From an optimization exercise on the open Yosys and OpenROAD flow, aimed at small area, a short achievable clock period and few clock cycles per item; shortcuts taken in it are not production practice. Function was checked by simulation only, so behaviour that the tests miss may differ from the original. Power and IR drop assume default switching activity.

## north
Design crsf_core, start of the top module:
module crsf_core (
  input  wire        clk,
  input  wire        rst,
  input  wire        req_valid,
  input  wire        req_write,
  input  wire [1:0]  req_space,
  input  wire [6:0]  req_addr,
  input  wire [23:0] req_wdata,
  output reg         rsp_valid,
  output wire [23:0] rsp_rdata
);
  localparam [1:0] SP_FB = 2'd0;
  localparam [1:0] SP_CH = 2'd1;
  localparam [1:0] SP_CR = 2'd2;
  localparam [2:0] M_IDLE   = 3'd0;
  localparam [2:0] M_CRC    = 3'd1;    
  localparam [2:0] M_PACK   = 3'd2;    
  localparam [2:0] M_BUILD  = 3'd3;    
  localparam [2:0] M_UNPACK = 3'd4;    
  integer i, j, b;
  genvar gi, gb, gr;
  reg [7:0]  fbe [0:32];    
  reg [7:0]  fbo [0:32];    
  reg [15:0] ch  [0:15];
  reg [6:0]  fblen;
  reg [7:0]  crcres;
  reg        cls_valid;
  reg [7:0]  cls_type;
  reg        val_ok;
  reg [2:0]  val_cause;
  reg [2:0]  err;           
  reg [2:0]  mode;
  reg        st;            
  reg        is_val;        
  reg [6:0]  ptr;           
  reg [7:0]  acc;
  reg [6:0]  cnt;           
  reg [3:0]  wi;            
  reg [15:0] pr;            
  reg        pv;            
  reg        psz;           
  reg        fbw;           
  reg        pend;
  reg        p_write;
  reg [1:0]  p_space;
  reg [6:0]  p_addr;
  reg [7:0]  p_whi;
  reg [15:0] rdata;
  assign rsp_rdata = {8'd0, rdata};
  wire        c_valid = pend | req_valid;
  wire        c_write = pend ? p_write : req_write;
  wire [1:0]  c_space = pend ? p_space : req_space;
  wire [6:0]  c_addr  = pend ? p_addr  : req_addr;
  wire [23:0] c_wdata = pend ? {p_whi, rdata} : req_wdata;
  wire [2:0]  c_reg   = c_addr[2:0];
  wire busy = (mode != M_IDLE);
  wire [6:0] bw = {2'b00, wi, 1'b1} + 7'd2;
  wire rd_ok =
      c_space[1] ||
      (c_space == SP_CH && (mode == M_BUILD || wi > c_addr[3:0])) ||
      (c_space == SP_FB && mode == M_BUILD &&
       (c_addr < bw || c_addr >= 7'd26));
  wire go_w = c_valid && c_write && !busy;
  wire go_r = c_valid && !c_write && (!busy || rd_ok);
  wire go   = go_w || go_r;
  wire w_fb = go_w && (c_space == SP_FB);
  wire w_ch = go_w && (c_space == SP_CH);
  wire w_cr = go_w && (c_space == SP_CR);
  wire [7:0] cmd_op  = c_wdata[23:16];
  wire [7:0] cmd_a   = c_wdata[15:8];
  wire [7:0] cmd_b   = c_wdata[7:0];
  wire a0 = (cmd_a == 8'h00);
  wire b0 = (cmd_b == 8'h00);
  ...
clock: 7.0 ns
lec_check: 0
cap_margin: 20
cell_pad_in_sites_detail_placement: 1
cell_pad_in_sites_global_placement: 1
core_margin: 2
core_utilization: 40
cts_cluster_diameter: 70
cts_cluster_size: 22
gpl_timing_driven: 1
setup_slack_margin: 3.0
slew_margin: 20
synth_hierarchical: 1
run.sh (not shown) runs the stock make flow with config.mk's settings and CLKGATE_MAP_FILE= SYNTH_SCRIPT=/design/flow/synth_recipe.tcl, a recipe that flattens the netlist after the stock synthesis.
Testbench counts of north, summed over its fixed seeds: cycles 31,442, transactions 28,833.
For south, these inputs were changed with respect to north:
Settings: GPL_TIMING_DRIVEN: 1 -> unset; CTS_CLUSTER_SIZE: 22 -> unset; CTS_CLUSTER_DIAMETER: 70 -> unset.
==> comparison <==
Going from north to south, the number of buffers inserted during clock tree synthesis was found to have gone up by 43%. south against north: design area now sits higher; die area held steady; utilization climbed 0.82 points; final worst hold slack increased 0.0049 ns; sequential share of layout area fell by 0.92 points. Uppermost layer routed = met5: north; uppermost layer routed = met4: south. Setup slack: south vs north — no meaningful difference.
Here is what was changed in the inputs of east compared with south.
Settings: CTS_CLUSTER_SIZE now 26, previously not set; CTS_CLUSTER_DIAMETER now 85, previously not set.
--- outcome ---
Between south and east, the flow reports total number of vias decreasing slightly. The higher final instance area came out of south. Compared with south, east shows total power per unit cell area lower by about 11%. In east, clock share of power is lower than in south. east -> south: sequential power flat. Compared with south, east shows a higher number of logic stages on the critical path including buffering. Diff south..east | storage element area | negligible. Power dissipated by switching net loads: east vs south down 8.6%. Higher sum of met3 wire segment lengths after detailed routing was reported by east, not south. Relative max-transition margin: east > south. Of east and south, south shows the lower combined buffer and inverter count along the critical path, with east above it.

* * *

crsf_core again, from the RTL that the note above started with.
clock: 7.0 ns
lec_check: 0
cap_margin: 20
cell_pad_in_sites_detail_placement: 1
cell_pad_in_sites_global_placement: 1
core_margin: 2
core_utilization: 40
cts_cluster_diameter: 70
cts_cluster_size: 22
setup_slack_margin: 3.0
slew_margin: 20
synth_hierarchical: 1
Testbench counts at the start, summed over its fixed seeds: cycles 31,442, transactions 28,833.
Next try:
==> flow/flow/run.sh (new file) <==
#!/bin/bash
# Standard layout, with the port buffers inserted at placement made from
# buf_4 cells instead of the default delay-buffer cells.
set -euo pipefail
export BUFFER_PORTS_ARGS="-buffer_cell sky130_fd_sc_hd__buf_4"
bash standard.sh synth > synth.log 2>&1
bash standard.sh > layout.log 2>&1
==> flow/standard.sh (new file) <==
#!/bin/bash
# synth_recipe.tcl (not shown) runs the flow's synth.tcl, then flattens the netlist and writes it again
# the make line also repeats each setting of config.mk as NAME=value (left out here)
make -C /OpenROAD-flow-scripts/flow DESIGN_CONFIG=/design/flow/config.mk WORK_HOME=/design/flow/orfs CLKGATE_MAP_FILE= SYNTH_SCRIPT=/design/flow/synth_recipe.tcl "${@:-finish}"
--- a/flow/config.mk
+++ b/flow/config.mk
@@ -12,4 +12,2 @@
 export CORE_UTILIZATION = 40
-export CTS_CLUSTER_DIAMETER = 70
-export CTS_CLUSTER_SIZE = 22
 export SETUP_SLACK_MARGIN = 3.0
removed: flow/run.sh
The new run finished with timing, DRC and antenna clean; via count climbs by 1.2%; setup slack is better by 17 ps; worst hold slack stays flat; non-clock buffer count climbs by 4; cell area climbs by 1.2%; global-route usage drops by 0.29 points; maximum frequency climbs by about 0.4%; area after synthesis does not change; cell count climbs by 1.3%; total power climbs by about 6.6%; routed wire length drops by 1.1%.

## what the ideal ports hide
In the flow no input, the clock included, has a driving cell. The finished layouts below were timed again as built, in two steps. Step 1 sets driving cells, clkbuf_16 on the clock port and buf_2 on the other inputs (assumed; they add their load-dependent delay and slew). Step 2 also shifts input and output timing later by t, the mid clock arrival at the registers, as if the neighbouring blocks saw the same clock. Slacks: no drivers / after step 1 / after step 2; pairs: no drivers / after step 1.
| run | shift t [ns] | slack for setup (ns) | slew at the worst register clock pin (ns) |
|---|---|---|---|
| north | 0.730 | 2.904 / 2.904 / 2.267 | 0.09 / 0.09 |
| south | 0.764 | 2.902 / 2.922 / 2.186 | 0.07 / 0.07 |
| east | 0.748 | 2.882 / 2.922 / 2.175 | 0.11 / 0.11 |
| the first run of note 2 | 0.730 | 2.904 / 2.904 / 2.267 | 0.09 / 0.09 |
| the second run of note 2 | 0.761 | 2.921 / 2.921 / 2.218 | 0.07 / 0.07 |
After both steps setup and hold are still met in every run listed. The setup slack of south, which loses most, moves by +0.020 ns with the drivers and by -0.716 ns with both steps.
